Source: an optimization exercise on an open RTL-to-GDS flow (aim: small area, a short achievable clock period and few clock cycles per item). Production flows keep margins and buffers that such runs may drop. Function was checked by simulation only, so behaviour that the tests miss may differ from the original. No activity file was given, so power comes from the tool's default toggle rates.

==> flow/run.sh <==
#!/bin/bash
set -euo pipefail
export BUFFER_PORTS_ARGS="-buffer_cell sky130_fd_sc_hd__buf_1"
export SETUP_SLACK_MARGIN=5.45
bash standard.sh > standard_make.log 2>&1
==> standard.sh <==
#!/bin/bash
# synth_recipe.tcl (not shown) runs the flow's synth.tcl, then flattens the netlist and writes it again
# the make line also repeats each setting of config.mk as NAME=value (left out here)
make -C /OpenROAD-flow-scripts/flow DESIGN_CONFIG=/design/flow/config.mk WORK_HOME=/design/flow/orfs CLKGATE_MAP_FILE= SYNTH_SCRIPT=/design/flow/synth_recipe.tcl "${@:-finish}"
==> config.mk <==
export PLATFORM = sky130hd
export DESIGN_NAME = crc_core
export DESIGN_NICKNAME = crc_core
export VERILOG_FILES = /design/flow/design.v
export SDC_FILE = /design/flow/constraint.sdc
export NUM_CORES = 4
export LEC_CHECK = 0
export CAP_MARGIN = 20
export CORE_MARGIN = 2
export CORE_UTILIZATION = 55
export CTS_BUF_LIST = sky130_fd_sc_hd__clkbuf_4 sky130_fd_sc_hd__clkbuf_8
export PLACE_DENSITY = 0.75
export SLEW_MARGIN = 20
export SYNTH_HIERARCHICAL = 1
export SYNTH_MINIMUM_KEEP_SIZE = 0
==> constraint.sdc <==
create_clock -name core_clock -period 8.0 [get_ports {clk}]
set_input_delay 1.6000 -clock core_clock [delete_from_list [all_inputs] [get_ports {clk}]]
set_output_delay 1.6000 -clock core_clock [all_outputs]
set_load 0.01 [all_outputs]
==> design.v <==
module crc_xor2 (input wire a, input wire b, output wire y);
    assign y = a ^ b;
endmodule
module crc_engine (
    input  wire [7:0]  x,      
    output wire [63:0] t       
);
    wire p8;
    crc_xor2 g8 (.a(x[2]), .b(x[3]), .y(p8));
    wire p9;
    crc_xor2 g9 (.a(x[0]), .b(x[7]), .y(p9));
    wire p10;
    crc_xor2 g10 (.a(x[4]), .b(x[6]), .y(p10));
    wire p11;
    crc_xor2 g11 (.a(x[1]), .b(x[5]), .y(p11));
    wire p12;
    crc_xor2 g12 (.a(p8), .b(p9), .y(p12));
    wire p13;
    crc_xor2 g13 (.a(x[6]), .b(p11), .y(p13));
    wire p14;
    crc_xor2 g14 (.a(x[7]), .b(p8), .y(p14));
    wire p15;
    crc_xor2 g15 (.a(x[2]), .b(p9), .y(p15));
    wire p16;
    crc_xor2 g16 (.a(x[4]), .b(x[5]), .y(p16));
    wire p17;
    crc_xor2 g17 (.a(x[0]), .b(p8), .y(p17));
    wire p18;
    crc_xor2 g18 (.a(x[1]), .b(x[3]), .y(p18));
    wire p19;
    crc_xor2 g19 (.a(x[5]), .b(p10), .y(p19));
    wire p20;
    crc_xor2 g20 (.a(x[5]), .b(x[6]), .y(p20));
    wire p21;
    crc_xor2 g21 (.a(x[4]), .b(p9), .y(p21));
    wire p22;
    crc_xor2 g22 (.a(x[1]), .b(p10), .y(p22));
    wire p23;
    crc_xor2 g23 (.a(x[0]), .b(p16), .y(p23));
    wire p24;
    crc_xor2 g24 (.a(x[1]), .b(x[6]), .y(p24));
    wire p25;
    crc_xor2 g25 (.a(x[2]), .b(x[7]), .y(p25));
    wire p26;
    crc_xor2 g26 (.a(x[0]), .b(x[3]), .y(p26));
    wire p27;
    crc_xor2 g27 (.a(x[3]), .b(p9), .y(p27));
    wire p28;
    crc_xor2 g28 (.a(p10), .b(p11), .y(p28));
    wire q0;
    crc_xor2 r0 (.a(x[0]), .b(x[2]), .y(q0));
    crc_xor2 o0 (.a(q0), .b(p22), .y(t[0]));
    crc_xor2 o1 (.a(p11), .b(p12), .y(t[1]));
    assign t[2] = p26;
    wire q1;
    crc_xor2 r1 (.a(x[0]), .b(x[1]), .y(q1));
    crc_xor2 o3 (.a(x[4]), .b(q1), .y(t[3]));
    crc_xor2 o4 (.a(x[2]), .b(p11), .y(t[4]));
    crc_xor2 o5 (.a(x[6]), .b(p17), .y(t[5]));
    crc_xor2 o6 (.a(p18), .b(p21), .y(t[6]));
    assign t[7] = p20;
    crc_xor2 o8 (.a(x[6]), .b(p9), .y(t[8]));
    crc_xor2 o9 (.a(p10), .b(p15), .y(t[9]));
    crc_xor2 o10 (.a(p12), .b(p19), .y(t[10]));
    crc_xor2 o11 (.a(x[5]), .b(p12), .y(t[11]));
    assign t[12] = p17;
    crc_xor2 o13 (.a(x[4]), .b(p18), .y(t[13]));
    crc_xor2 o14 (.a(x[2]), .b(p23), .y(t[14]));
    crc_xor2 o15 (.a(x[3]), .b(p13), .y(t[15]));
    crc_xor2 o16 (.a(p10), .b(p15), .y(t[16]));
    crc_xor2 o17 (.a(p12), .b(p19), .y(t[17]));
    crc_xor2 o18 (.a(x[5]), .b(p12), .y(t[18]));
    assign t[19] = p8;
    crc_xor2 o20 (.a(x[3]), .b(x[4]), .y(t[20]));
    assign t[21] = p23;
    assign t[22] = p13;
    crc_xor2 o23 (.a(x[6]), .b(p15), .y(t[23]));
    crc_xor2 o24 (.a(p10), .b(p12), .y(t[24]));
    crc_xor2 o25 (.a(p20), .b(p12), .y(t[25]));
    assign t[26] = p14;
    crc_xor2 o27 (.a(p24), .b(p8), .y(t[27]));
    crc_xor2 o28 (.a(x[4]), .b(p14), .y(t[28]));
    crc_xor2 o29 (.a(p8), .b(p13), .y(t[29]));
    crc_xor2 o30 (.a(p10), .b(p14), .y(t[30]));
    crc_xor2 o31 (.a(p13), .b(p14), .y(t[31]));
    crc_xor2 o32 (.a(x[7]), .b(p18), .y(t[32]));
    crc_xor2 o33 (.a(x[0]), .b(p24), .y(t[33]));
    crc_xor2 o34 (.a(x[1]), .b(p15), .y(t[34]));
    crc_xor2 o35 (.a(p10), .b(p26), .y(t[35]));
    crc_xor2 o36 (.a(p11), .b(p21), .y(t[36]));
    assign t[37] = p23;
    assign t[38] = p13;
    crc_xor2 o39 (.a(x[6]), .b(p15), .y(t[39]));
    crc_xor2 o40 (.a(p10), .b(p14), .y(t[40]));
    crc_xor2 o41 (.a(p13), .b(p14), .y(t[41]));
    crc_xor2 o42 (.a(p18), .b(p9), .y(t[42]));
    crc_xor2 o43 (.a(x[0]), .b(x[6]), .y(t[43]));
    crc_xor2 o44 (.a(x[1]), .b(x[7]), .y(t[44]));
    assign t[45] = p22;
    crc_xor2 o46 (.a(x[5]), .b(p15), .y(t[46]));
    crc_xor2 o47 (.a(x[4]), .b(p8), .y(t[47]));
    crc_xor2 o48 (.a(x[3]), .b(p16), .y(t[48]));
    crc_xor2 o49 (.a(x[0]), .b(p19), .y(t[49]));
    crc_xor2 o50 (.a(p9), .b(p13), .y(t[50]));
    assign t[51] = p21;
    crc_xor2 o52 (.a(x[2]), .b(p19), .y(t[52]));
    crc_xor2 o53 (.a(p20), .b(p27), .y(t[53]));
    assign t[54] = p25;
    crc_xor2 o55 (.a(p8), .b(p22), .y(t[55]));
    crc_xor2 o56 (.a(p16), .b(p12), .y(t[56]));
    crc_xor2 o57 (.a(x[5]), .b(p17), .y(t[57]));
    crc_xor2 o58 (.a(p10), .b(p18), .y(t[58]));
    crc_xor2 o59 (.a(p16), .b(p25), .y(t[59]));
    wire q2;
    crc_xor2 r2 (.a(x[4]), .b(p11), .y(q2));
    crc_xor2 o60 (.a(p17), .b(q2), .y(t[60]));
    crc_xor2 o61 (.a(p17), .b(p28), .y(t[61]));
    crc_xor2 o62 (.a(p14), .b(p28), .y(t[62]));
    crc_xor2 o63 (.a(p11), .b(p27), .y(t[63]));
endmodule
module crc_core (
    input  wire        clk,
    input  wire        rst,
    input  wire        cmd_valid,
    output wire        cmd_ready,
    input  wire [31:0] cmd_word,
    output reg         resp_valid,
    input  wire        resp_ready,
    output wire [7:0]  resp_status,
    output reg  [63:0] resp_data
);
    localparam [7:0] OP_CRC_INIT       = 8'h01;
    localparam [7:0] OP_CRC_UPDATE     = 8'h02;
    localparam [7:0] OP_CRC_READ       = 8'h03;
    localparam [7:0] OP_CRC_TABLE_READ = 8'h04;
    wire [7:0]  op  = cmd_word[7:0];
    wire [7:0]  a   = cmd_word[15:8];
    wire [15:0] off = cmd_word[31:16];
    wire [4:0] in_f = {op == OP_CRC_UPDATE,
                       (op == OP_CRC_INIT) && (a == 8'd0),
                       (op == OP_CRC_READ) && (a == 8'd0),
                       op == OP_CRC_TABLE_READ,
                       off == 16'd0};
    reg        h_v, s_v;
    reg        rdy;           
    reg [4:0]  h_f, s_f;
    reg [7:0]  h_x, s_a;
    assign cmd_ready = rdy;
    wire take   = cmd_valid && rdy;
    wire adv    = h_v && (!resp_valid || resp_ready);    
    wire h_free = adv || !h_v;
    wire e_upd  = h_f[4] && h_f[0];
    wire e_init = h_f[3] && h_f[0];
    wire e_read = h_f[2] && h_f[0];
    wire e_tbl  = h_f[1] && h_f[0];
    reg  [63:0] crc_s;
    wire [63:0] t_val;
    crc_engine u_engine (
        .x (h_x),
        .t (t_val)
    );
    wire s_set  = rst || (adv && e_init);
    wire s_step = adv && e_upd;
    always @(posedge clk) begin
        if (s_set)
            crc_s <= 64'hFFFFFFFFFFFFFFFF;
        else if (s_step)
            crc_s <= (crc_s >> 8) ^ t_val;
    end
    wire       n_use = s_v ? s_f[4] : op[1];    
    wire [7:0] n_a   = s_v ? s_a : a;
    wire [7:0] n_s   = s_set ? 8'hFF : (s_step ? crc_s[15:8] : crc_s[7:0]);
    wire [7:0] n_pre = n_a ^ (n_s & {8{n_use}});
    wire [7:0] n_x   = n_pre ^ (t_val[7:0] & {8{n_use && s_step && !s_set}});
    always @(posedge clk) begin
        if (rst) begin
            h_v <= 1'b0;
            s_v <= 1'b0;
            rdy <= 1'b1;
        end else begin
            if (h_free) begin
                h_v <= s_v || take;
                h_f <= s_v ? s_f : in_f;
                h_x <= n_x;
                s_v <= 1'b0;
                rdy <= 1'b1;
            end else if (take) begin
                s_v <= 1'b1;
                rdy <= 1'b0;
                s_f <= in_f;
                s_a <= a;
            end
        end
    end
    reg st_ill;
    assign resp_status = {7'd0, st_ill};
    always @(posedge clk) begin
        if (rst) begin
            resp_valid <= 1'b0;
        end else if (adv) begin
            resp_valid <= 1'b1;
            st_ill     <= !(e_upd || e_init || e_read || e_tbl);
            resp_data  <= ({64{e_read}} & ~crc_s) | ({64{e_tbl}} & t_val);
        end else if (resp_ready) begin
            resp_valid <= 1'b0;
        end
    end
endmodule
==> reports/results.tsv, run 1 <==
stage	metric	value	unit
logic_synthesis	synth_top_area_share	36.7	%
logic_synthesis	synth.most_common_cell	nand2_1	
finish	finalNonFillerCells	983	
placement	dpl.hpwl	10.7	mm
timing	worst_clock_skew	0.0121	ns
clock_network	cts.sinks	159	
global_routing	busiest_layer	met2	
worst_setup_path	slowest_delay	0.39	ns
outcome	status	timing/DRC/antenna clean	
logic_synthesis	syn_inst	691	
worst_setup_path	cp_cell_sequence	clkbuf_2	
logic_synthesis	syn_area_per_cell	10.8	um2
global_routing	track_usage	23.5	%
finish	fin_nets	830	
placement	dp_cells	926	
floorplan	io_pins	110	
global_routing	grtUsageMet2	38.8	%
detailed_routing	remaining_drc_errors	0	
worst_setup_path	critPathLaunchType	register	
worst_setup_path	crit_arrival	0.99	ns
floorplan	die_h	120	um
detailed_routing	postRouteAntennaNets	0	
global_routing	antenna_found_initial	0	
timing	setup_violations	0	
pwr	p_leak	3.38	nW
timing	fmax	386	MHz
clock_network	cts_root_buf	clkbuf_8	
detailed_routing	dr.pass1.iters	5	
worst_setup_path	critPathMaxFanout	1	
detailed_routing	vias_per_cell	5.56	
clock_network	clock_path_buffers	2	
finish	fin_util	65.6	%
timing	slew_headroom	45.9	%
clock_network	cts.htree.levels	4	
global_routing	grt_use_met1	30.0	%
clock_network	cts_hold_buf	0	
floorplan	rows	42	
pwr	cellPowerDensity	226	nW/um2
floorplan	die-area	14500	um2
detailed_routing	wl_per_cell	16.9	um
worst_setup_path	critical_path_buf_inv_count	1	
global_routing	grt_pass1_vias	5182	
timing	final_max_slew_viol_count	0	
logic_synthesis	synthArstFlopShare	0	%
logic_synthesis	synth_top_flop_cell	edfxtp_1	
detailed_routing	vias	5464	
global_routing	use_met3	4.62	%
floorplan	start_util	56.2	%
logic_synthesis	ys_top_cells_by_area	edfxtp_1 37%, dfxtp_1 18%, xor2_1 9.9%	
clock_network	path_clk_slew	0.08	ns
finish	post_route_cells_drive_above_1_share	18.6	%
global_routing	grt_first_pass_wirelength	26.1	mm
timing	tightest_slew	0.808	ns
finish	n_antenna_cell	0	
logic_synthesis	ys_top_cells_by_count	137 x nand2_1, 91 x edfxtp_1, 84 x xor2_1	
logic_synthesis	ys_warn_count	7	
logic_synthesis	synth_edf_count	91	
detailed_routing	drtIter0Drc	520	
placement	numPortBuffers	102	
job	cap_violations	0	
timing	final.min_clock_period	2.59	ns
finish	area_growth	16.6	%
placement	gp_congestion	0.828	
worst_setup_path	critPathKind	register to output port	
min_path	min-delay-path-class	register to register	
logic_synthesis	yosysSeqAreaShare	55.0	%
detailed_routing	routed_wl	16.6	mm
worst_setup_path	required	6.40	ns
global_routing	grt_max_degree	105	
logic_synthesis	yosysUniqueCellTypes	41	
clock_network	worstSkewPairLatency	0.47	ns
clock_network	cts_buffers	17	
clock_network	cts_tree	built	
floorplan	die_x	120	um
logic_synthesis	synth-seq-cells	159	
worst_setup_path	critPathTopFamily	flip-flops	
logic_synthesis	synth.cell_area	7450	um2
timing	rsz0062_at_grt	yes	
timing	fin_crit_sh	32.4	%
global_routing	grt-ovfl-total	0	
timing	hold_viol_final	0	
logic_synthesis	synth_top_area_cell	edfxtp_1	
timing	tns	0	ns
worst_setup_path	critPathSlowestCell	edfxtp_1	
worst_setup_path	cp-end-kind	output port	
finish	fillers	1042	
pwr	max-vdd-ir-drop	0.111	mV
floorplan	core	13200	um2
-- where the power goes --
group | switching, mW | internal [mW]
clock network | 0.287 | 0.352
logic | 0.252 | 0.167
registers | 0.0181 | 0.888
-- Yosys stat by module, one instance, submodules excluded --
| module | cells inside | copies in the design | flops+latches | area (um2) |
|---|---|---|---|---|
| crc_engine | 12 | 1 | 0 | 90.1 |
| crc_xor2 | 1 | 76 | 0 | 8.76 |
| crc_core | 603 | 1 | 159 | 6690 |
-- state kept, by name, summed over array words and instances, names as in the netlist --
signal,flops
crc_s,64
h_v,1
s_a,8
h_f,5
resp_data,64
h_x,8
s_f,5
st_ill,1
rdy,1
resp_valid,1
s_v,1
-- metrics by stage --
step                setup slack (ns)  power [mW]  instance area (um2)  hold WS [ns]
detailed placement              4.43        1.29                 7860         0.474
CTS                             5.33        1.94                 8440         0.495
global placement                4.51        1.29                 7860         0.468
floorplan                       4.70        1.23                 7520         0.458
global route                    5.33        2.04                 8680         0.531
finish                          5.41        1.96                 8680         0.490
-- path summary, 6_finish.rpt --
check	slack, ns	from	endpoint	depth (start not counted)
hold reg to reg	0.49	crc_s[2]	crc_s[2]	1
setup reg to reg	5.47	h_x[4]	h_x[0]	7
setup / recovery	5.41	resp_data[2]	resp_data[2]	1
hold / removal	0.49	crc_s[2]	crc_s[2]	1
-- layer usage --
layer / routed length (um) / share of wire (%)
met5: 0 / 0
met4: 506 / 3.0
met3: 1030 / 6.2
met2: 8130 / 49
met1: 6960 / 42
-- kinds of logic (layout without fill, tap and decap cells) --
| group | after synthesis | after routing | share of synthesized area [%] |
|---|---|---|---|
| AO/OA/AOI/OAI | 138 | 138 | 11.8 |
| AND/OR/NAND/NOR | 184 | 185 | 10.9 |
| multiplexers | 10 | 10 | 1.38 |
| flip-flops | 159 | 159 | 55.0 |
| buffers and inverters | 59 | 168 | 4.49 |
| XOR/XNOR | 140 | 140 | 16.5 |
| other | 1 | 7 | 0.0504 |
-- timing repair --
| item | in CTS | in global routing |
|---|---|---|
| setup endpoints to repair | 195 | 125 |
| gates resized for setup | 16 | 61 |
| pin swaps | 1 | 2 |
| setup buffers | 6 | 18 |
| gates cloned | 1 | 0 |
-- cell type report --
type	count	area, um2	share of cell area [%]
sequential	159	4100	47.2
multi-input combinational	480	3200	36.8
timing repair buffer	134	729	8.40
clock buffer	21	264	3.04
tap	176	220	2.54
clock inverter	11	168	1.93
inverter	2	7.51	0.0865
-- cell usage in the layout, fill, tap and decap left out, types with 4 or more instances in the layout --
| cell | netlist | layout |
|---|---|---|
| nor2_1 | 9 | 8 |
| clkbuf_8 | 0 | 17 |
| nand2_1 | 137 | 136 |
| nor4_1 | 4 | 4 |
| xnor2_1 | 56 | 56 |
| nand4_1 | 8 | 8 |
| edfxtp_1 | 91 | 91 |
| xor2_2 | 0 | 4 |
| bufinv_16 | 0 | 4 |
| o21a_1 | 8 | 8 |
| clkinvlp_4 | 0 | 5 |
| buf_1 | 1 | 44 |
| nand3_1 | 8 | 8 |
| dfxtp_1 | 68 | 66 |
| o21ai_0 | 65 | 65 |
| conb_1 | 1 | 7 |
| o211ai_1 | 54 | 54 |
| mux2i_1 | 8 | 8 |
| xor2_1 | 84 | 77 |
| clkbuf_4 | 0 | 4 |
| buf_4 | 26 | 28 |
| clkbuf_2 | 0 | 55 |
Testbench counts, summed over its fixed seeds: cycles 9,227, commands 9,211.
==> run 2: changes to the inputs <==
--- a/config.mk
+++ b/config.mk
@@ -7,9 +7,9 @@
 export LEC_CHECK = 0
 export CAP_MARGIN = 20
 export CORE_MARGIN = 2
-export CORE_UTILIZATION = 55
+export CORE_UTILIZATION = 65
 export CTS_BUF_LIST = sky130_fd_sc_hd__clkbuf_4 sky130_fd_sc_hd__clkbuf_8
-export PLACE_DENSITY = 0.75
+export PLACE_DENSITY = 0.8
 export SLEW_MARGIN = 20
 export SYNTH_HIERARCHICAL = 1
 export SYNTH_MINIMUM_KEEP_SIZE = 0
==> run 2 against run 1 <==
Effect of this change:
- critical path depth up 5
- sequential power up 0.4%
- core utilization rose by 11 points
- power is 5.7% higher
- die area shrank 15%
- worst hold slack improved by 0.012 ns
- via count is 4.5% higher
- cell count is 4.2% lower
- critical endpoint is now h_x[6]
==> reports/results.tsv, run 2 <==
stage	metric	value	unit	change
finish	final_cell_mix	136 x nand2_1, 91 x edfxtp_1, 73 x xor2_1		
clock_network	cts_tree	built		
finish	fillers	704		-32%
detailed_routing	remaining_drc_errors	0		unchanged
detailed_routing	vias	5712		+4.5%
outcome	status	timing/DRC/antenna clean		
pwr	switching_share	28.3	%	about the same
pwr	p_leak	3.38	nW	+0.12%
min_path	min-delay-path-class	register to register		
timing	final.min_clock_period	2.64	ns	+0.0498 ns
finish	area_growth	17.1	%	
placement	numPortBuffers	102		unchanged
floorplan	die_x	111	um	-7.7%
pwr	max-vdd-ir-drop	0.117	mV	+5.4%
clock_network	clock_path_buffers	2		unchanged
logic_synthesis	syn_inst	691		unchanged
timing	final_max_slew_viol_count	0		unchanged
logic_synthesis	synth.cell_area	7450	um2	unchanged
timing	tns	0	ns	unchanged
logic_synthesis	yosysSeqAreaShare	55.0	%	unchanged
logic_synthesis	synth_edf_count	91		unchanged
worst_setup_path	crit_arrival	2.84	ns	+1.85 ns
floorplan	io_pins	110		unchanged
pwr	total_power	2.08	mW	+5.7%
job	cap_violations	0		unchanged
global_routing	grt_pass1_vias	5256		+1.4%
logic_synthesis	yosysUniqueCellTypes	41		unchanged
logic_synthesis	synth_top_area_share	36.7	%	unchanged
detailed_routing	vias_per_cell	6.06		+9.1%
pwr	power.switching	0.588	mW	+5.6%
logic_synthesis	synth_top_area_cell	edfxtp_1		
finish	post_route_cells_drive_above_1_share	17.6	%	-0.94 points
clock_network	path_clk_slew	0.09	ns	about the same
logic_synthesis	synth_top_flop_cell	edfxtp_1		
global_routing	track_usage	28.6	%	+5.1 points
worst_setup_path	cp-end-kind	register		
floorplan	core	11300	um2	-15%
logic_synthesis	synth.most_common_cell	nand2_1		
timing	tightest_slew	0.788	ns	-0.0203 ns
clock_network	cts.htree.levels	4		unchanged
logic_synthesis	synthArstFlopShare	0	%	unchanged
logic_synthesis	ys_top_cells_by_count	137 x nand2_1, 91 x edfxtp_1, 84 x xor2_1		
detailed_routing	wl_per_cell	19.7	um	+16%
placement	dp_cells	891		-3.8%
finish	mostFrequentLayoutCell	nand2_1		
global_routing	grt_max_degree	105		unchanged
global_routing	antenna_found_initial	0		unchanged
pwr	intPower	1.49	mW	+5.7%
timing	rsz0062_at_grt	yes		
detailed_routing	routed_wl	18.5	mm	+11%
clock_network	cts.sinks	159		unchanged
timing	fmax	378	MHz	-1.9%
worst_setup_path	critPathMaxFanout	7		+6
clock_network	cts_buffers	17		unchanged
floorplan	start_util	65.8	%	+9.5 points
logic_synthesis	synth-seq-cells	159		unchanged
finish	reg.largest.list	crc_s: 64 flops, resp_data: 64 flops		
finish	register_area	4100	um2	unchanged
detailed_routing	drtIter0Drc	629		+21%
pwr	cellPowerDensity	238	nW/um2	+5.2%
detailed_routing	dr.pass1.iters	6		+1
placement	dpl.hpwl	11.2	mm	+5.0%
clock_network	cts_root_buf	clkbuf_8		
clock_network	worstSkewPairLatency	0.45	ns	-0.02 ns
logic_synthesis	ys_warn_count	7		unchanged
worst_setup_path	critPathLaunchType	register		
timing	hold_viol_final	0		unchanged
pwr	clockPowerShare	34.9	%	+2.4 points
logic_synthesis	ys_top_cells_by_area	edfxtp_1 37%, dfxtp_1 18%, xor2_1 9.9%		
global_routing	grt_first_pass_wirelength	27.5	mm	+5.4%
worst_setup_path	required	8.20	ns	+1.80 ns
timing	worst_clock_skew	0.0115	ns	-0.000552 ns
pwr	p_seq_share	43.9	%	-2.2 points
timing	slew_headroom	47.5	%	+1.5 points
floorplan	rows	39		-7.1%
pwr	comb_power_share	21.2	%	about the same
logic_synthesis	syn_area_per_cell	10.8	um2	unchanged
timing	fin_crit_sh	33.0	%	+0.62 points
finish	multi_input_area	3260	um2	+2.0%
floorplan	die-area	12300	um2	-15%
timing	setup_violations	0		unchanged
finish	n_antenna_cell	0		unchanged
floorplan	die_h	111	um	-7.7%
detailed_routing	postRouteAntennaNets	0		unchanged
finish	finalNonFillerCells	942		-4.2%
finish	fin_nets	823		-0.84%
worst_setup_path	critPathKind	register to register		
placement	gp_congestion	0.878		+6.0%
global_routing	grt-ovfl-total	0		unchanged
## run 2: cell count changes in the layout (fill, tap and decap cells not counted), moves of 2 or more
cell and delta:
buf_1 +6, buf_12 +2, buf_4 -6, buf_6 -2
bufinv_16 +2, clkbuf_2 -6, clkbuf_4 -2, clkbuf_8 +3
clkinv_2 -2, clkinvlp_4 -3, xor2_1 -4, xor2_2 +2
xor2_4 +2
## run 2: area by class of cell
cell class / count / area share (%)
flip-flops and latches: 159 / 47.0
multi-input cells: 479 / 37.4
repair buffers: 128 / 7.85
clock buffers: 22 / 3.33
clock inverters: 9 / 2.34
well taps: 143 / 2.05
inverters: 2 / 0.0861
## run 2: through the flow
step | hold slack (ns) | util, % | area [um2] | setup WS, ns
after detailed placement | 0.477 | 69.0 | 7810 | 4.78
after global routing | 0.525 | 77.0 | 8720 | 5.33
after floorplan | 0.458 | - | 7520 | 4.70
final | 0.502 | 77.0 | 8720 | 5.36
after global placement | 0.468 | 69.0 | 7810 | 4.72
after CTS | 0.497 | 74.9 | 8470 | 5.36
## run 2: cells by family after synthesis
| kind of cell | share of synthesized area, % |
|---|---|
| and+or+nand+nor | 10.9 |
| DFF | 55.0 |
| xor gates and xnor gates | 16.5 |
| AOI/OAI and AO/OA | 11.8 |
| buffers and inverters | 4.49 |
| muxes | 1.38 |
| other | 0.0504 |
## run 2: worst paths after layout
kind / from / end / slack [ns] / cells after the start
hold / removal: crc_s[7] / crc_s[7] / 0.50 / 1
hold reg to reg: crc_s[7] / crc_s[7] / 0.50 / 1
setup / recovery: h_x[1] / h_x[6] / 5.36 / 6
setup reg to reg: h_x[1] / h_x[6] / 5.36 / 6
## run 2: per-module statistics from Yosys, one instance, submodules excluded
| module | cells inside | flip-flops and latches | times used |
|---|---|---|---|
| crc_core | 603 | 159 | 1 |
| crc_engine | 12 | 0 | 1 |
| crc_xor2 | 1 | 0 | 76 |
## run 2: worst max-delay path, stage by stage, from the launching register on
cell and delay, ns:
edfxtp_1 0.78, xor2_1 0.66, xor2_1 0.30, xnor2_1 0.18, nand4_1 0.20, o211ai_2 0.16, xor2_1 0.10
## run 2: what timing repair did
item                       CTS  global route
hold buffers                 0             0
setup buffers                6            14
setup endpoints to repair  223           146
hold endpoints to repair     0             0
pin swaps                    0             3
resized for setup           22            57
## run 2: metal layers
metal  wire length (um)  up-vias  track usage (%)
li1                   -     2565                -
met3               1550       60             6.07
met1               7020     2733             36.8
met2               9280      354             46.8
met5                  0        -                0
met4                679        0             13.2
## run 2: power by group through the flow
| stage | registers, mW | logic, mW | clock network, mW |
|---|---|---|---|
| after floorplan | 0.930 | 0.295 | 0 |
| after global placement | 0.929 | 0.365 | 0 |
| after detailed placement | 0.930 | 0.372 | 0 |
| after CTS | 0.910 | 0.395 | 0.726 |
| after global routing | 0.913 | 0.462 | 0.761 |
| final | 0.911 | 0.440 | 0.725 |
==> run 3: changes to the inputs <==
--- a/config.mk
+++ b/config.mk
@@ -7,9 +7,11 @@
 export LEC_CHECK = 0
 export CAP_MARGIN = 20
 export CORE_MARGIN = 2
-export CORE_UTILIZATION = 65
-export CTS_BUF_LIST = sky130_fd_sc_hd__clkbuf_4 sky130_fd_sc_hd__clkbuf_8
-export PLACE_DENSITY = 0.8
+export CORE_UTILIZATION = 55
+export CTS_BUF_LIST = sky130_fd_sc_hd__clkbuf_8
+export CTS_CLUSTER_DIAMETER = 100
+export CTS_CLUSTER_SIZE = 20
+export PLACE_DENSITY = 0.75
 export SLEW_MARGIN = 20
 export SYNTH_HIERARCHICAL = 1
 export SYNTH_MINIMUM_KEEP_SIZE = 0
==> run 3 against run 2 <==
Effect of this change:
- routed wire length down 10%
- highest routed layer unchanged
- worst hold slack got worse by 0.011 ns
- worst setup slack improved by 0.047 ns
- critical path depth down 5
- first-iteration DRC count decreased by 24%
- critical endpoint is now resp_data[2]
- power down 6.1%
==> reports/results.tsv, run 3 <==
stage	metric	value	unit	change
pwr	cellPowerDensity	224	nW/um2	-5.8%
worst_setup_path	rr_startpoint	h_x[3]		
finish	fillers	1045		+48%
job	cap_violations	0		unchanged
placement	numPortBuffers	102		unchanged
worst_setup_path	reg2reg_depth	7		+1
global_routing	grt_max_degree	105		unchanged
min_path	hold_depth	1		unchanged
logic_synthesis	synth_top_flop_cell	edfxtp_1		
detailed_routing	remaining_drc_errors	0		unchanged
timing	fin_crit_sh	32.4	%	-0.59 points
pwr	comb_power_share	21.7	%	+0.5 points
logic_synthesis	syn_inst	691		unchanged
detailed_routing	drtIter0Drc	475		-24%
worst_setup_path	critPathLaunchType	register		
placement	gp_congestion	0.828		-5.6%
logic_synthesis	yosysUniqueCellTypes	41		unchanged
detailed_routing	routed_wl	16.7	mm	-10%
logic_synthesis	synth_edf_count	91		unchanged
finish	fin_nets	834		+1.3%
finish	fin_util	65.6	%	-11 points
clock_network	clock_path_buffers	2		unchanged
logic_synthesis	synthSimpleGateAreaFrac	10.9	%	unchanged
logic_synthesis	synth_top_area_cell	edfxtp_1		
timing	rsz0062_at_grt	yes		
clock_network	cts_tree	built		
floorplan	start_util	56.2	%	-9.5 points
floorplan	rows	42		+7.7%
floorplan	die-area	14500	um2	+17%
timing	worst_clock_skew	0.0135	ns	+0.00197 ns
outcome	status	timing/DRC/antenna clean		
pwr	intPower	1.39	mW	-6.6%
worst_setup_path	required	6.40	ns	-1.80 ns
worst_setup_path	critPathTopFamily	flip-flops		
worst_setup_path	critical_path_buf_inv_count	1		+1
logic_synthesis	synth_top_area_share	36.7	%	unchanged
min_path	min_to	crc_s[2]		
timing	tns	0	ns	unchanged
pwr	p_seq_share	46.4	%	+2.5 points
floorplan	die_x	120	um	+8.4%
logic_synthesis	synth-seq-cells	159		unchanged
logic_synthesis	synthArstFlopShare	0	%	unchanged
global_routing	grt-ovfl-total	0		unchanged
min_path	hold_start	crc_s[2]		
worst_setup_path	r2r_end	h_x[6]		
logic_synthesis	synth_compound_area_share	11.8	%	unchanged
logic_synthesis	synth.most_common_cell	nand2_1		
timing	hold_viol_final	0		unchanged
logic_synthesis	ys_top_cells_by_count	137 x nand2_1, 91 x edfxtp_1, 84 x xor2_1		
worst_setup_path	crit_arrival	1.00	ns	-1.84 ns
worst_setup_path	r2r_setup_slack	5.55	ns	+0.19 ns
floorplan	core	13200	um2	+17%
logic_synthesis	synth_top_family_by_area	XOR/XNOR gates		
worst_setup_path	slowest_delay	0.39	ns	-0.39 ns
worst_setup_path	critPathSlowestCell	edfxtp_1		
floorplan	die_h	120	um	+8.4%
clock_network	worstSkewPairLatency	0.47	ns	+0.02 ns
worst_setup_path	critPathKind	register to output port		
clock_network	cts.htree.levels	4		unchanged
logic_synthesis	synth_xor_area_share	16.5	%	unchanged
finish	reg.largest.list	crc_s: 64 flops, resp_data: 64 flops		
clock_network	path_clk_slew	0.08	ns	about the same
pwr	power.switching	0.559	mW	-5.0%
timing	setup_violations	0		unchanged
logic_synthesis	syn_area_per_cell	10.8	um2	unchanged
min_path	min-delay-path-class	register to register		
detailed_routing	dr.pass1.iters	6		unchanged
finish	mostFrequentLayoutCell	nand2_1		
finish	final_cell_mix	136 x nand2_1, 91 x edfxtp_1, 76 x xor2_1		
pwr	max-vdd-ir-drop	0.111	mV	-5.1%
worst_setup_path	cp-end-kind	output port		
timing	final.min_clock_period	2.60	ns	-0.0475 ns
finish	post_route_cells_drive_above_1_share	18.6	%	+0.97 points
detailed_routing	vias_per_cell	5.53		-8.7%
worst_setup_path	critPathMaxFanout	1		-6
global_routing	grt_first_pass_wirelength	26.1	mm	-5.3%
clock_network	cts_root_buf	clkbuf_8		
clock_network	cts_buffers	17		unchanged
worst_setup_path	cp_cell_sequence	clkbuf_2		
timing	tightest_slew	0.821	ns	+0.0326 ns
detailed_routing	vias	5463		-4.4%
finish	area_growth	16.7	%	
finish	n_antenna_cell	0		unchanged
pwr	switching_share	28.7	%	+0.34 points
timing	hold_slack	0.491	ns	-0.0111 ns
logic_synthesis	synthAdderAreaFrac	0	%	unchanged
global_routing	grt_pass1_vias	5182		-1.4%
detailed_routing	wl_per_cell	16.9	um	-14%
logic_synthesis	ys_top_cells_by_area	edfxtp_1 37%, dfxtp_1 18%, xor2_1 9.9%		
pwr	clockPowerShare	31.9	%	-3.0 points
floorplan	io_pins	110		unchanged
pwr	p_leak	3.39	nW	+0.44%
clock_network	cts.sinks	159		unchanged
timing	final_max_slew_viol_count	0		unchanged
placement	dpl.hpwl	10.7	mm	-4.7%
timing	slew_headroom	45.1	%	-2.4 points
detailed_routing	postRouteAntennaNets	0		unchanged
logic_synthesis	yosysSeqAreaShare	55.0	%	unchanged
logic_synthesis	synth.cell_area	7450	um2	unchanged
global_routing	antenna_found_initial	0		unchanged
timing	fmax	385	MHz	+1.8%
logic_synthesis	synthMuxAreaShare	1.38	%	unchanged
global_routing	track_usage	23.5	%	-5.1 points
logic_synthesis	ys_warn_count	7		unchanged
-- run 3: kinds of logic after synthesis --
| logic type | count (synthesis) |
|---|---|
| mux | 10 |
| other cells | 1 |
| flops | 159 |
| compound gates | 138 |
| simple gates | 184 |
| buf+inv | 59 |
| xor+xnor | 140 |
-- run 3: per-stage QoR --
step	instance area [um2]	std cells	setup WS [ns]	total power, mW
2_1_floorplan	7520	697	4.70	1.23
3_3_place_gp	7860	926	4.51	1.29
3_5_place_dp	7860	926	4.43	1.29
4_1_cts	8410	965	5.34	1.92
5_1_grt	8690	987	5.36	2.02
6_report	8690	987	5.40	1.95
-- run 3: area by class of cell --
type,count,area (um2),area share (%)
Tap cell,176,220,2.53
Clock inverter,15,183,2.10
Inverter,2,7.51,0.0864
Timing Repair Buffer,138,747,8.59
Multi-Input combinational cell,480,3200,36.9
Sequential cell,159,4100,47.1
Clock buffer,17,234,2.69
-- run 3: metal layers --
layer  track usage [%]  vias to the layer above  wire length, um
li1                  -                     2592                -
met1              29.9                     2618             7020
met2              38.8                      217             8050
met3              4.67                       36             1110
met4              10.8                        0              496
met5                 0                        -                0
-- run 3: how the worst max path moves through the flow --
stage,slack (ns),depth (start not counted),end,startpoint
2_1_floorplan,4.70,4,resp_data[0],resp_ready
3_5_place_dp,4.43,5,resp_data[38],resp_ready
6_report,5.40,1,resp_data[2],resp_data[2]
5_1_grt,5.36,1,resp_data[1],resp_data[1]
3_3_place_gp,4.51,5,resp_data[38],resp_ready
4_1_cts,5.34,8,h_x[5],h_x[3]
-- run 3: Yosys stat by module, one instance, submodules excluded --
module / cells inside / cell area [um2]
crc_core: 603 / 6690
crc_engine: 12 / 90.1
crc_xor2: 1 / 8.76
-- run 3: what timing repair did --
item | 4_1_cts | 5_1_grt
gates resized for setup | 15 | 63
setup buffers | 6 | 22
hold buffers | 0 | 0
pin swaps | 1 | 2
setup endpoints to repair | 195 | 126
gates cloned | 1 | 0
-- run 3: power groups by stage --
stage               Combinational, mW  Clock, mW  Sequential, mW
floorplan                       0.295          0           0.930
finish                          0.422      0.622           0.905
global placement                0.356          0           0.931
detailed placement              0.361          0           0.931
global route                    0.455      0.661           0.907
CTS                             0.380      0.629           0.911
==> run 4: changes to the inputs <==
==> flow/run.sh (replaced) <==
#!/bin/bash
set -euo pipefail
export BUFFER_PORTS_ARGS="-buffer_cell sky130_fd_sc_hd__buf_1"
export SETUP_SLACK_MARGIN=5.3
bash standard.sh > standard_make.log 2>&1
--- a/config.mk
+++ b/config.mk
@@ -8,9 +8,7 @@
 export CAP_MARGIN = 20
 export CORE_MARGIN = 2
 export CORE_UTILIZATION = 55
-export CTS_BUF_LIST = sky130_fd_sc_hd__clkbuf_8
-export CTS_CLUSTER_DIAMETER = 100
-export CTS_CLUSTER_SIZE = 20
+export CTS_BUF_LIST = sky130_fd_sc_hd__clkbuf_4 sky130_fd_sc_hd__clkbuf_8
 export PLACE_DENSITY = 0.75
 export SLEW_MARGIN = 20
 export SYNTH_HIERARCHICAL = 1
==> run 4 against run 3 <==
Effect of this change:
- clock-buffer cell count is 5 higher
- critical endpoint is now h_x[6]
- die area unchanged
- routed wire length shrank 0.46%
- highest routed layer unchanged
- clock skew rose by 0.00067 ns
- core utilization fell by 1.6 points
- largest cell class unchanged
- cell count fell by 1.6%
- combinational power shrank 6.9%
- via count about the same
- first-iteration DRC count down 7.4%
==> reports/results.tsv, run 4 <==
stage	metric	value	unit	change
placement	dpl.hpwl	10.7	mm	+0.60%
global_routing	grt_first_pass_wirelength	26.1	mm	+0.13%
placement	gp_congestion	0.835		+0.81%
clock_network	clock_path_buffers	2		unchanged
timing	rsz0062_at_grt	yes		
detailed_routing	vias	5465		+0.037%
global_routing	antenna_found_initial	0		unchanged
clock_network	cts.sinks	159		unchanged
logic_synthesis	yosysUniqueCellTypes	41		unchanged
finish	reg.largest.list	crc_s: 64 flops, resp_data: 64 flops		
detailed_routing	postRouteAntennaNets	0		unchanged
detailed_routing	drtIter0Drc	440		-7.4%
logic_synthesis	synth.most_common_cell	nand2_1		
placement	numPortBuffers	102		unchanged
timing	worst_clock_skew	0.0142	ns	+0.000669 ns
finish	area_growth	13.8	%	
clock_network	cts.htree.levels	4		unchanged
finish	n_antenna_cell	0		unchanged
logic_synthesis	synth_top_flop_cell	edfxtp_1		
timing	setup_violations	0		unchanged
finish	finalNonFillerCells	971		-1.6%
finish	multi_input_area	3170	um2	-1.0%
timing	hold_viol_final	0		unchanged
finish	fillers	1088		+4.1%
logic_synthesis	synth_top_area_cell	edfxtp_1		
global_routing	grt_pass1_vias	5086		-1.9%
pwr	p_leak	3.15	nW	-7.2%
floorplan	die_h	120	um	unchanged
timing	tns	0	ns	unchanged
worst_setup_path	slowest_delay	0.66	ns	+0.27 ns
worst_setup_path	critPathMaxFanout	7		+6
logic_synthesis	ys_warn_count	7		unchanged
worst_setup_path	critPathLaunchType	register		
floorplan	die-area	14500	um2	unchanged
timing	final_max_slew_viol_count	0		unchanged
logic_synthesis	synth-seq-cells	159		unchanged
clock_network	worstSkewPairLatency	0.46	ns	about the same
clock_network	cts_tree	built		
floorplan	die_x	120	um	unchanged
logic_synthesis	ys_top_cells_by_area	edfxtp_1 37%, dfxtp_1 18%, xor2_1 9.9%		
timing	tightest_slew	0.841	ns	+0.0203 ns
logic_synthesis	synth.cell_area	7450	um2	unchanged
worst_setup_path	cp-end-kind	register		
global_routing	grt-ovfl-total	0		unchanged
timing	fin_crit_sh	34.5	%	+2.1 points
placement	pre_cts_ws	4.42	ns	-0.0100 ns
floorplan	rows	42		unchanged
logic_synthesis	synth_top_area_share	36.7	%	unchanged
logic_synthesis	ys_top_cells_by_count	137 x nand2_1, 91 x edfxtp_1, 84 x xor2_1		
worst_setup_path	r2r_setup_slack	5.24	ns	-0.31 ns
outcome	status	timing/DRC/antenna clean		
worst_setup_path	critPathKind	register to register		
global_routing	track_usage	23.6	%	+0.084 points
clock_network	path_clk_slew	0.08	ns	about the same
logic_synthesis	syn_area_per_cell	10.8	um2	unchanged
worst_setup_path	cp_common_cell	xor2_1		
worst_setup_path	cp_cell_sequence	xor2_4 > xor2_1 > xor2_1 > xnor2_1 > nand4_1 > o211ai_2 > xor2_1		
worst_setup_path	critPathSlowestCell	edfxtp_1		
clock_network	cts_root_buf	clkbuf_8		
min_path	min-delay-path-class	register to register		
timing	hold_slack	0.503	ns	+0.0123 ns
finish	register_area	4100	um2	about the same
global_routing	grt_max_degree	105		unchanged
clock_network	cts_buffers	17		unchanged
detailed_routing	dr.pass1.iters	5		-1
finish	post_route_cells_drive_above_1_share	9.69	%	-8.9 points
job	cap_violations	0		unchanged
worst_setup_path	required	8.21	ns	+1.81 ns
logic_synthesis	syn_inst	691		unchanged
detailed_routing	vias_per_cell	5.63		+1.7%
finish	mostFrequentLayoutCell	nand2_1		
worst_setup_path	crit_arrival	2.97	ns	+1.97 ns
pwr	total_power	1.95	mW	about the same
clock_network	cts_hold_buf	0		unchanged
detailed_routing	remaining_drc_errors	0		unchanged
logic_synthesis	yosysSeqAreaShare	55.0	%	unchanged
timing	final.min_clock_period	2.76	ns	+0.167 ns
pwr	cellPowerDensity	230	nW/um2	+2.5%
detailed_routing	routed_wl	16.6	mm	-0.46%
placement	dp_cells	925		-0.11%
logic_synthesis	synthArstFlopShare	0	%	unchanged
finish	fin_nets	818		-1.9%
detailed_routing	wl_per_cell	17.1	um	+1.2%
floorplan	io_pins	110		unchanged
timing	fmax	362	MHz	-6.0%
logic_synthesis	synth_edf_count	91		unchanged
floorplan	start_util	56.2	%	unchanged
floorplan	core	13200	um2	unchanged
timing	setup_slack	5.24	ns	-0.167 ns
finish	final_cell_mix	136 x nand2_1, 101 x buf_1, 91 x edfxtp_1		
timing	slew_headroom	43.8	%	-1.4 points
pwr	max-vdd-ir-drop	0.115	mV	+3.3%
[run 4: changes by cell type in the layout (fill, tap and decap cells not counted), moves of 4 or more]
| cell | previous run | this run |
|---|---|---|
| inv_1 | 6 | 2 |
| buf_1 | 44 | 101 |
| buf_4 | 33 | 18 |
| clkbuf_4 | 0 | 4 |
| clkbuf_2 | 55 | 1 |
[run 4: power by group]
group / total, mW / leakage, nW / switching (mW) / internal (mW)
logic: 0.393 / 1.54 / 0.242 / 0.151
clock network: 0.646 / 0.219 / 0.285 / 0.362
registers: 0.909 / 1.40 / 0.0209 / 0.888
total: 1.95 / 3.15 / 0.548 / 1.40
[run 4: logic make-up (layout without fill, tap and decap cells)]
kind of cell	count (synthesis)	count (layout)	synth area share, %
and+or+nand+nor	184	185	10.9
DFF	159	159	55.0
xor gates and xnor gates	140	140	16.5
AOI/OAI and AO/OA	138	138	11.8
buffers and inverters	59	156	4.49
muxes	10	10	1.38
other	1	7	0.0504
[run 4: what timing repair did]
item / in CTS / in global routing
pin swaps: 1 / 1
gates cloned: 1 / 0
gates resized for setup: 4 / 10
hold endpoints to repair: 0 / 0
setup buffers: 0 / 13
endpoints found under the setup margin: 73 / 78
[run 4: per-layer routing]
metal	part of all wire, %	up-vias	global-route usage [%]	wire length [um]
li1	-	2561	-	-
met2	48	262	37.0	7920
met5	0	-	0	0
met1	42	2596	31.2	6980
met4	3.8	0	11.8	629
met3	6.4	46	4.72	1070
[run 4: modules after synthesis (local to each module, per instance)]
module	area, um2	copies in the design	cells
crc_xor2	8.76	76	1
crc_core	6690	1	603
crc_engine	90.1	1	12
[run 4: stage by stage]
step                      instance area (um2)  utilization [%]
after floorplan                          7510                -
after global placement                   7850             59.2
after detailed placement                 7850             59.3
after CTS                                8320             62.8
after global routing                     8480             64.0
final                                    8480             64.0
[run 4: final cells by class]
class | instances | share of cell area [%]
Tap cell | 176 | 2.60
Timing Repair Buffer | 122 | 6.43
Inverter | 2 | 0.0885
Clock buffer | 22 | 3.28
Multi-Input combinational cell | 480 | 37.4
Clock inverter | 10 | 1.90
Sequential cell | 159 | 48.3
[run 4: final timing paths]
path / endpoint / depth (start not counted) / start
worst max-delay path: h_x[6] / 7 / h_x[7]
worst min-delay path: crc_s[2] / 1 / crc_s[2]
worst max register to register: h_x[6] / 7 / h_x[7]
worst min register to register: crc_s[2] / 1 / crc_s[2]
[run 4: critical path, delay by kind of cell (launching register included)]
kind	cells	cell delay, ns
DFF	1	0.66
xor gates and xnor gates	5	1.56
AOI/OAI and AO/OA	1	0.13
and+or+nand+nor	1	0.17
==> run 5: changes to the inputs <==
==> flow/run.sh (replaced) <==
#!/bin/bash
set -euo pipefail
export BUFFER_PORTS_ARGS="-buffer_cell sky130_fd_sc_hd__buf_1"
export SETUP_SLACK_MARGIN=5.6
bash standard.sh > standard_make.log 2>&1
==> run 5 against run 4 <==
Effect of this change:
- worst hold slack lost 0.0047 ns
- highest routed layer unchanged
- maximum frequency grew 6.6%
- still clean on timing, DRC and antenna
- sequential share of layout area shrank 1.7 points
- largest power group unchanged
- final area grew 3.7%
==> reports/results.tsv, run 5 <==
stage	metric	value	unit	change
outcome	status	timing/DRC/antenna clean		
timing	setup_violations	0		unchanged
worst_setup_path	critPathTopFamily	flip-flops		
logic_synthesis	syn_area_per_cell	10.8	um2	unchanged
worst_setup_path	critPathLaunchType	register		
clock_network	clock_path_buffers	2		unchanged
finish	fin_nets	832		+1.7%
global_routing	grt_first_pass_wirelength	25.8	mm	-1.0%
clock_network	path_clk_slew	0.08	ns	about the same
logic_synthesis	synth_top_area_cell	edfxtp_1		
finish	multi_input_area	3290	um2	+3.7%
worst_setup_path	critPathMaxFanout	1		-6
global_routing	grt-ovfl-total	0		unchanged
finish	finalNonFillerCells	985		+1.4%
detailed_routing	remaining_drc_errors	0		unchanged
logic_synthesis	synth.cell_area	7450	um2	unchanged
detailed_routing	routed_wl	16.6	mm	about the same
clock_network	cts.sinks	159		unchanged
detailed_routing	vias	5435		-0.55%
worst_setup_path	critPathSlowestCell	edfxtp_1		
clock_network	cts.htree.levels	4		unchanged
timing	setup_slack	5.41	ns	+0.170 ns
timing	tns	0	ns	unchanged
timing	hold_viol_final	0		unchanged
floorplan	io_pins	110		unchanged
timing	rsz0062_at_grt	yes		
finish	post_route_cells_drive_above_1_share	19.0	%	+9.4 points
global_routing	antenna_found_initial	0		unchanged
pwr	cellPowerDensity	220	nW/um2	-4.4%
pwr	p_leak	3.40	nW	+7.8%
timing	hold_slack	0.499	ns	-0.00465 ns
timing	fmax	386	MHz	+6.6%
timing	slew_headroom	50.4	%	+6.6 points
worst_setup_path	cp-end-kind	output port		
clock_network	cts_root_buf	clkbuf_8		
finish	area_growth	18.1	%	
job	cap_violations	0		unchanged
detailed_routing	postRouteAntennaNets	0		unchanged
logic_synthesis	ys_top_cells_by_area	edfxtp_1 37%, dfxtp_1 18%, xor2_1 9.9%		
finish	fillers	1006		-7.5%
floorplan	rows	42		unchanged
floorplan	die_h	120	um	unchanged
timing	fin_crit_sh	32.4	%	-2.1 points
logic_synthesis	ys_warn_count	7		unchanged
floorplan	start_util	56.2	%	unchanged
pwr	max-vdd-ir-drop	0.143	mV	+25%
clock_network	cts_buffers	17		unchanged
logic_synthesis	synth-seq-cells	159		unchanged
timing	worst_clock_skew	0.0144	ns	+0.000213 ns
detailed_routing	dr.pass1.iters	6		+1
detailed_routing	vias_per_cell	5.52		-2.0%
logic_synthesis	syn_inst	691		unchanged
timing	final_max_slew_viol_count	0		unchanged
clock_network	cts_tree	built		
floorplan	die-area	14500	um2	unchanged
logic_synthesis	synth.most_common_cell	nand2_1		
placement	numPortBuffers	102		unchanged
worst_setup_path	cp_cell_sequence	clkbuf_2		
placement	pre_cts_ws	4.43	ns	+0.0140 ns
detailed_routing	drtIter0Drc	559		+27%
detailed_routing	wl_per_cell	16.8	um	-1.5%
global_routing	grt_pass1_vias	4945		-2.8%
global_routing	grt_max_degree	105		unchanged
finish	reg.largest.list	crc_s: 64 flops, resp_data: 64 flops		
logic_synthesis	ys_top_cells_by_count	137 x nand2_1, 91 x edfxtp_1, 84 x xor2_1		
placement	dpl.hpwl	10.3	mm	-4.1%
floorplan	die_x	120	um	unchanged
min_path	min-delay-path-class	register to register		
logic_synthesis	yosysSeqAreaShare	55.0	%	unchanged
worst_setup_path	slowest_delay	0.39	ns	-0.27 ns
worst_setup_path	critPathKind	register to output port		
placement	dp_cells	926		+0.11%
worst_setup_path	critical_path_buf_inv_count	1		+1
logic_synthesis	synth_edf_count	91		unchanged
logic_synthesis	yosysUniqueCellTypes	41		unchanged
global_routing	track_usage	23.3	%	-0.20 points
worst_setup_path	required	6.40	ns	-1.81 ns
finish	n_antenna_cell	0		unchanged
logic_synthesis	synthArstFlopShare	0	%	unchanged
timing	final.min_clock_period	2.59	ns	-0.170 ns
floorplan	core	13200	um2	unchanged
placement	gp_congestion	0.836		+0.12%
timing	tightest_slew	0.743	ns	-0.0975 ns
worst_setup_path	crit_arrival	0.99	ns	-1.98 ns
logic_synthesis	synth_top_flop_cell	edfxtp_1		
finish	register_area	4100	um2	about the same
finish	mostFrequentLayoutCell	nand2_1		
finish	final_cell_mix	135 x nand2_1, 91 x edfxtp_1, 72 x xor2_1		
clock_network	worstSkewPairLatency	0.46	ns	about the same
logic_synthesis	synth_top_area_share	36.7	%	unchanged
pwr	total_power	1.93	mW	-0.87%
clock_network	cts_hold_buf	0		unchanged
run 5: through the flow:
| step | utilization [%] | area [um2] |
|---|---|---|
| detailed placement | 59.5 | 7880 |
| global placement | 59.4 | 7870 |
| global route | 66.4 | 8790 |
| finish | 66.4 | 8790 |
| floorplan | - | 7530 |
| CTS | 64.6 | 8550 |
run 5: what timing repair did:
action | in CTS | in global routing
buffers inserted | 17 | 9
endpoints found under the setup margin | 247 | 187
resized for setup | 25 | 66
gates cloned | 1 | 0
pin swaps | 6 | 5
run 5: final cells by class:
cell class | count | area share [%]
flip-flops and latches | 159 | 46.6
multi-input cells | 480 | 37.4
repair buffers | 136 | 8.86
clock buffers | 20 | 2.92
well taps | 176 | 2.50
clock inverters | 12 | 1.65
inverters | 2 | 0.0854
run 5: report_power, final:
group / leakage, nW / switching (mW) / internal, mW
clock: 0.202 / 0.284 / 0.316
combinational: 1.80 / 0.255 / 0.170
sequential: 1.39 / 0.0186 / 0.888
total: 3.40 / 0.558 / 1.37
run 5: routing by layer:
| layer | wire, um | vias up | part of all wire [%] | global-route usage, % |
|---|---|---|---|---|
| met5 | 0 | - | 0 | 0 |
| met1 | 6990 | 2570 | 42 | 31.0 |
| met2 | 7930 | 243 | 48 | 36.9 |
| met4 | 609 | 0 | 3.7 | 11.4 |
| met3 | 1050 | 38 | 6.3 | 4.53 |
| li1 | - | 2584 | - | - |
run 5: final timing paths:
kind	start	end	slack [ns]	cells past startpoint
worst min-delay path	crc_s[0]	crc_s[0]	0.50	1
worst max-delay path	resp_data[2]	resp_data[2]	5.41	1
worst min register to register	crc_s[0]	crc_s[0]	0.50	1
worst max register to register	h_x[4]	resp_data[49]	5.60	6
run 5: cells by family (layout without fill, tap and decap cells):
family,after synthesis,after routing,synth area share [%]
compound gates,138,138,11.8
buf+inv,59,170,4.49
xor+xnor,140,140,16.5
flops,159,159,55.0
mux,10,10,1.38
simple gates,184,185,10.9
other cells,1,7,0.0504
run 5: per-module statistics from Yosys (local to each module, per instance):
| module | area (um2) | flip-flops and latches | copies in the design | cells inside |
|---|---|---|---|---|
| crc_core | 6690 | 159 | 1 | 603 |
| crc_engine | 90.1 | 0 | 1 | 12 |
| crc_xor2 | 8.76 | 0 | 76 | 1 |
==> run 6: changes to the inputs <==
==> flow/run.sh (replaced) <==
#!/bin/bash
set -euo pipefail
export BUFFER_PORTS_ARGS="-buffer_cell sky130_fd_sc_hd__buf_1"
export SETUP_SLACK_MARGIN=5.4
bash standard.sh > standard_make.log 2>&1
==> run 6 against run 5 <==
Effect of this change:
- still clean on timing, DRC and antenna
- via count about the same
- clock skew down 0.0010 ns
- clock power down 5.0%
- cell count down 0.20%
- sequential power about the same
- maximum frequency down 0.67%
- first-iteration DRC count down 19%
- worst hold slack worse by 0.019 ns
- largest power group unchanged
- highest routed layer unchanged
==> reports/results.tsv, run 6 <==
stage	metric	value	unit	change
floorplan	die-area	14500	um2	unchanged
logic_synthesis	synth_top_area_cell	edfxtp_1		
worst_setup_path	critPathMaxFanout	1		unchanged
finish	reg.largest.list	crc_s: 64 flops, resp_data: 64 flops		
timing	tns	0	ns	unchanged
detailed_routing	drtIter0Drc	454		-19%
logic_synthesis	synthArstFlopShare	0	%	unchanged
clock_network	path_clk_slew	0.09	ns	about the same
global_routing	grt_max_degree	105		unchanged
logic_synthesis	synth.most_common_cell	nand2_1		
pwr	p_leak	3.25	nW	-4.3%
detailed_routing	dr.pass1.iters	7		+1
worst_setup_path	reg2reg_depth	6		unchanged
logic_synthesis	synth_edf_count	91		unchanged
floorplan	die_x	120	um	unchanged
logic_synthesis	ys_top_cells_by_count	137 x nand2_1, 91 x edfxtp_1, 84 x xor2_1		
worst_setup_path	required	6.40	ns	about the same
finish	multi_input_area	3190	um2	-2.9%
logic_synthesis	yosysSeqAreaShare	55.0	%	unchanged
clock_network	cts_root_buf	clkbuf_8		
pwr	max-vdd-ir-drop	0.107	mV	-25%
timing	fmax	383	MHz	-0.67%
worst_setup_path	cp-end-kind	output port		
worst_setup_path	critPathSlowestCell	edfxtp_1		
logic_synthesis	ys_top_cells_by_area	edfxtp_1 37%, dfxtp_1 18%, xor2_1 9.9%		
logic_synthesis	synth_top_flop_cell	edfxtp_1		
detailed_routing	wl_per_cell	16.8	um	-0.18%
finish	fin_nets	830		-0.24%
timing	final.min_clock_period	2.61	ns	+0.0175 ns
worst_setup_path	cp_num_cells	1		unchanged
global_routing	grt_first_pass_wirelength	25.9	mm	+0.14%
worst_setup_path	cp_cell_sequence	buf_1		
placement	dp_cells	926		unchanged
clock_network	clock_path_buffers	2		unchanged
worst_setup_path	rr_startpoint	h_x[5]		
clock_network	cts_tree	built		
pwr	cellPowerDensity	221	nW/um2	+0.47%
logic_synthesis	yosysUniqueCellTypes	41		unchanged
logic_synthesis	ys_warn_count	7		unchanged
timing	setup_violations	0		unchanged
floorplan	rows	42		unchanged
worst_setup_path	r2r_end	resp_data[41]		
placement	numPortBuffers	102		unchanged
detailed_routing	remaining_drc_errors	0		unchanged
placement	gp_congestion	0.828		-0.91%
placement	dpl.hpwl	10.7	mm	+3.6%
worst_setup_path	slowest_delay	0.40	ns	about the same
worst_setup_path	crit_arrival	1.01	ns	+0.02 ns
detailed_routing	routed_wl	16.5	mm	-0.38%
finish	post_route_cells_drive_above_1_share	15.0	%	-4.0 points
finish	stdcell_area	8570	um2	-2.5%
detailed_routing	vias	5433		-0.037%
timing	tightest_slew	0.808	ns	+0.0642 ns
worst_setup_path	critPathTopFamily	flip-flops		
timing	hold_viol_final	0		unchanged
timing	worst_clock_skew	0.0134	ns	-0.00101 ns
detailed_routing	vias_per_cell	5.53		+0.17%
worst_setup_path	critPathLaunchType	register		
logic_synthesis	synth-seq-cells	159		unchanged
logic_synthesis	syn_area_per_cell	10.8	um2	unchanged
outcome	status	timing/DRC/antenna clean		
floorplan	core	13200	um2	unchanged
timing	rsz0062_at_grt	yes		
floorplan	die_h	120	um	unchanged
timing	slew_headroom	46.0	%	-4.4 points
clock_network	worstSkewPairLatency	0.47	ns	about the same
floorplan	start_util	56.2	%	unchanged
worst_setup_path	critical_path_buf_inv_count	1		unchanged
worst_setup_path	r2r_setup_slack	5.51	ns	-0.09 ns
global_routing	grt_pass1_vias	5128		+3.7%
logic_synthesis	synth_top_area_share	36.7	%	unchanged
global_routing	track_usage	23.3	%	-0.067 points
finish	mostFrequentLayoutCell	nand2_1		
min_path	min-delay-path-class	register to register		
floorplan	io_pins	110		unchanged
global_routing	antenna_found_initial	0		unchanged
detailed_routing	postRouteAntennaNets	0		unchanged
logic_synthesis	synth.cell_area	7450	um2	unchanged
timing	final_max_slew_viol_count	0		unchanged
clock_network	cts.htree.levels	4		unchanged
timing	fin_crit_sh	32.6	%	+0.22 points
finish	area_growth	15.1	%	
finish	fillers	1035		+2.9%
logic_synthesis	syn_inst	691		unchanged
worst_setup_path	critPathKind	register to output port		
clock_network	cts.sinks	159		unchanged
finish	n_antenna_cell	0		unchanged
finish	finalNonFillerCells	983		-0.20%
worst_setup_path	crit_start	resp_data[0]		
job	cap_violations	0		unchanged
finish	final_cell_mix	136 x nand2_1, 91 x edfxtp_1, 77 x xor2_1		
global_routing	grt-ovfl-total	0		unchanged
placement	placed_area	7860	um2	-0.14%
clock_network	cts_buffers	17		unchanged
worst_setup_path	crit_end	resp_data[0]		
finish	register_area	4100	um2	unchanged
==> run 6: cell count changes in the layout (fill, tap and decap cells not counted), moves of 4 or more <==
cell / delta
buf_1: +23
buf_12: -4
clkinvlp_4: +4
xor2_1: +5
clkbuf_2: -23
==> run 6: routing by layer <==
| metal | up-vias | GRT usage (%) | share of wire (%) |
|---|---|---|---|
| met4 | 0 | 10.4 | 2.7 |
| met5 | - | 0 | 0 |
| met3 | 33 | 4.53 | 6.7 |
| li1 | 2587 | - | - |
| met2 | 223 | 38.8 | 49 |
| met1 | 2590 | 29.5 | 42 |
==> run 6: through the flow <==
stage / util (%) / power, mW / hold WS, ns / setup slack (ns)
2_1_floorplan: - / 1.23 / 0.458 / 4.70
4_1_cts: 63.2 / 1.87 / 0.486 / 5.37
3_5_place_dp: 59.4 / 1.29 / 0.474 / 4.43
3_3_place_gp: 59.4 / 1.29 / 0.468 / 4.51
6_report: 64.7 / 1.89 / 0.479 / 5.39
5_1_grt: 64.7 / 1.96 / 0.517 / 5.34
==> run 6: where the power goes <==
group | total (mW) | internal (mW) | switching, mW
logic | 0.413 | 0.165 | 0.248
clock network | 0.570 | 0.271 | 0.299
registers | 0.908 | 0.888 | 0.0202
==> run 6: kinds of logic after synthesis <==
group	synth area share [%]
AOI/OAI and AO/OA	11.8
and+or+nand+nor	10.9
DFF	55.0
other	0.0504
xor gates and xnor gates	16.5
buffers and inverters	4.49
muxes	1.38
==> run 6: modules after synthesis (local to each module, per instance) <==
module	area, um2	cells inside	times used	flops+latches
crc_core	6690	603	1	159
crc_engine	90.1	12	1	0
crc_xor2	8.76	1	76	0
==> run 6: timing repair <==
| item | in CTS | in global routing |
|---|---|---|
| hold buffers | 0 | 0 |
| gates resized for setup | 15 | 29 |
| cloned | 1 | 0 |
| buffers inserted | 3 | 21 |
| setup endpoints to repair | 131 | 46 |
| hold endpoints to repair | 0 | 0 |
| pin swaps | 1 | 1 |
==> run 6: worst min-delay path by stage <==
stage / start / slack (ns) / endpoint / cells after the start
final: rdy / 0.48 / rdy / 2
after global routing: rdy / 0.52 / rdy / 2
after CTS: rdy / 0.49 / rdy / 2
after detailed placement: crc_s[2] / 0.47 / crc_s[2] / 1
after global placement: crc_s[1] / 0.47 / crc_s[1] / 1
after floorplan: crc_s[0] / 0.46 / crc_s[0] / 1
==> run 6: cell type report <==
cell class / instances / area share [%]
clock inverters: 11 / 1.28
flip-flops and latches: 159 / 47.8
clock buffers: 21 / 3.23
multi-input cells: 480 / 37.2
inverters: 2 / 0.0876
repair buffers: 134 / 7.78
well taps: 176 / 2.57
==> run 7: changes to the inputs <==
==> flow/run.sh (replaced) <==
#!/bin/bash
set -euo pipefail
export BUFFER_PORTS_ARGS="-buffer_cell sky130_fd_sc_hd__buf_1"
export SETUP_SLACK_MARGIN=5.5
bash standard.sh > standard_make.log 2>&1
==> run 7 against run 6 <==
Effect of this change:
- clock power grew 8.2%
- combinational power is essentially flat
- worst setup slack gained 0.0055 ns
- sequential share of layout area shrank 0.69 points
- synthesized area is the same
- first-iteration DRC count grew 7.0%
- power grew 2.6%
- maximum frequency grew 0.21%
- clock skew grew 0.0011 ns
- synthesized cell count is the same
- non-clock buffer count shrank 4
- critical endpoint is now resp_data[2]
==> reports/results.tsv, run 7 <==
stage	metric	value	unit	change
timing	tns	0	ns	unchanged
finish	n_antenna_cell	0		unchanged
finish	reg.largest.list	crc_s: 64 flops, resp_data: 64 flops		
logic_synthesis	syn_inst	691		unchanged
logic_synthesis	synth_top_area_share	36.7	%	unchanged
finish	area_growth	16.7	%	
worst_setup_path	critical_path_buf_inv_count	1		unchanged
worst_setup_path	required	6.40	ns	about the same
logic_synthesis	synth.most_common_cell	nand2_1		
timing	final_max_slew_viol_count	0		unchanged
logic_synthesis	yosysUniqueCellTypes	41		unchanged
clock_network	cts_buffers	17		unchanged
worst_setup_path	critPathLaunchType	register		
logic_synthesis	synth_top_area_cell	edfxtp_1		
detailed_routing	vias_per_cell	5.62		+1.7%
timing	setup_violations	0		unchanged
worst_setup_path	crit_arrival	1.00	ns	about the same
logic_synthesis	ys_top_cells_by_area	edfxtp_1 37%, dfxtp_1 18%, xor2_1 9.9%		
global_routing	grt_first_pass_wirelength	26.2	mm	+1.3%
logic_synthesis	synth_top_flop_cell	edfxtp_1		
logic_synthesis	synth-seq-cells	159		unchanged
placement	pre_cts_ws	4.36	ns	-0.0617 ns
placement	numPortBuffers	102		unchanged
finish	multi_input_area	3260	um2	+2.2%
clock_network	cts_tree	built		
global_routing	track_usage	23.7	%	+0.42 points
timing	fin_crit_sh	32.6	%	-0.068 points
detailed_routing	remaining_drc_errors	0		unchanged
timing	hold_slack	0.498	ns	+0.0185 ns
floorplan	die-area	14500	um2	unchanged
clock_network	cts.htree.levels	4		unchanged
detailed_routing	vias	5501		+1.3%
global_routing	antenna_found_initial	0		unchanged
logic_synthesis	synth_edf_count	91		unchanged
pwr	p_leak	3.36	nW	+3.3%
global_routing	grt_max_degree	105		unchanged
min_path	min-delay-path-class	register to register		
outcome	status	timing/DRC/antenna clean		
timing	final.min_clock_period	2.60	ns	-0.00545 ns
clock_network	worstSkewPairLatency	0.46	ns	about the same
logic_synthesis	syn_area_per_cell	10.8	um2	unchanged
timing	fmax	384	MHz	+0.21%
worst_setup_path	critPathMaxFanout	1		unchanged
worst_setup_path	critPathTopFamily	flip-flops		
pwr	max-vdd-ir-drop	0.111	mV	+3.3%
finish	fin_util	65.6	%	+0.91 points
worst_setup_path	critPathKind	register to output port		
worst_setup_path	critPathSlowestCell	edfxtp_1		
finish	finalNonFillerCells	979		-0.41%
timing	hold_viol_final	0		unchanged
logic_synthesis	ys_warn_count	7		unchanged
clock_network	path_clk_slew	0.08	ns	about the same
floorplan	die_h	120	um	unchanged
finish	fillers	1042		+0.68%
detailed_routing	postRouteAntennaNets	0		unchanged
detailed_routing	routed_wl	16.7	mm	+0.89%
finish	post_route_cells_drive_above_1_share	18.8	%	+3.8 points
timing	tightest_slew	0.806	ns	-0.00172 ns
finish	fin_nets	826		-0.48%
detailed_routing	drtIter0Drc	486		+7.0%
logic_synthesis	synth.cell_area	7450	um2	unchanged
pwr	cellPowerDensity	223	nW/um2	+1.2%
floorplan	rows	42		unchanged
clock_network	clock_path_buffers	2		unchanged
floorplan	io_pins	110		unchanged
timing	rsz0062_at_grt	yes		
finish	register_area	4100	um2	about the same
placement	dpl.hpwl	10.6	mm	-0.30%
clock_network	cts_root_buf	clkbuf_8		
timing	slew_headroom	46.1	%	+0.11 points
detailed_routing	wl_per_cell	17.0	um	+1.3%
floorplan	core	13200	um2	unchanged
worst_setup_path	cp-end-kind	output port		
logic_synthesis	synthArstFlopShare	0	%	unchanged
worst_setup_path	slowest_delay	0.40	ns	about the same
global_routing	grt-ovfl-total	0		unchanged
clock_network	cts.sinks	159		unchanged
timing	worst_clock_skew	0.0144	ns	+0.00106 ns
floorplan	die_x	120	um	unchanged
finish	final_cell_mix	136 x nand2_1, 91 x edfxtp_1, 73 x xor2_1		
global_routing	grt_pass1_vias	5079		-0.96%
worst_setup_path	cp_cell_sequence	buf_1		
detailed_routing	dr.pass1.iters	5		-2
logic_synthesis	yosysSeqAreaShare	55.0	%	unchanged
placement	gp_congestion	0.848		+2.3%
logic_synthesis	ys_top_cells_by_count	137 x nand2_1, 91 x edfxtp_1, 84 x xor2_1		
timing	setup_slack	5.40	ns	+0.00545 ns
placement	dp_cells	926		unchanged
floorplan	start_util	56.2	%	unchanged
finish	mostFrequentLayoutCell	nand2_1		
job	cap_violations	0		unchanged
[run 7: cell counts after synthesis]
No cell type changed its count.
[run 7: where the power goes]
group	total, mW	leakage, nW	switching, mW	internal (mW)
clock	0.617	0.199	0.289	0.329
sequential	0.909	1.39	0.0202	0.888
combinational	0.415	1.76	0.250	0.165
total	1.94	3.36	0.559	1.38
[run 7: worst paths after layout]
kind | cells after the start | startpoint | slack, ns | end
worst max-delay path | 1 | resp_data[2] | 5.40 | resp_data[2]
worst min-delay path | 1 | crc_s[3] | 0.50 | crc_s[3]
worst max register to register | 6 | h_x[5] | 5.61 | h_x[4]
worst min register to register | 1 | crc_s[3] | 0.50 | crc_s[3]
[run 7: logic make-up (layout without fill, tap and decap cells)]
kind of cell / after synthesis / in the layout / synth area share [%]
DFF: 159 / 159 / 55.0
buffers and inverters: 59 / 164 / 4.49
muxes: 10 / 10 / 1.38
xor gates and xnor gates: 140 / 140 / 16.5
and+or+nand+nor: 184 / 185 / 10.9
AOI/OAI and AO/OA: 138 / 138 / 11.8
other: 1 / 7 / 0.0504
[run 7: per-stage QoR]
step | total power, mW | instance area [um2]
6_report | 1.94 | 8690
3_5_place_dp | 1.29 | 7870
3_3_place_gp | 1.29 | 7870
2_1_floorplan | 1.23 | 7520
4_1_cts | 1.92 | 8500
5_1_grt | 2.02 | 8690
[run 7: timing repair]
item                                    CTS  global route
setup buffers                            11             9
hold buffers                              0             0
endpoints found under the setup margin  229           137
gates resized for setup                  22            62
cloned                                    1             0
endpoints found under the hold margin     0             0
pin swaps                                 2             3
[run 7: cell type report]
type                       count  share of cell area [%]
clock inverter                10                    1.58
sequential                   159                    47.1
timing repair buffer         130                    7.96
inverter                       2                  0.0864
tap                          176                    2.53
clock buffer                  22                    3.20
multi-input combinational    480                    37.5
[run 7: Yosys stat by module, one instance, submodules excluded]
module	flops+latches	copies in the design	area, um2	cells
crc_engine	0	1	90.1	12
crc_core	159	1	6690	603
crc_xor2	0	76	8.76	1
[run 7: layer usage]
| metal | vias to the layer above | wire (um) | GRT usage [%] |
|---|---|---|---|
| met2 | 249 | 7960 | 37.5 |
| met5 | - | 0 | 0 |
| met3 | 43 | 1210 | 5.47 |
| li1 | 2575 | - | - |
| met4 | 0 | 531 | 10.5 |
| met1 | 2634 | 6960 | 31.3 |

Check on run 7: ideal ports give 5.396 ns setup slack; a clkbuf_16 on the clock port and buf_2 on the inputs give 5.356 ns; moving port delays by the midpoint clock arrival (0.496 ns) as well gives 5.068 ns.
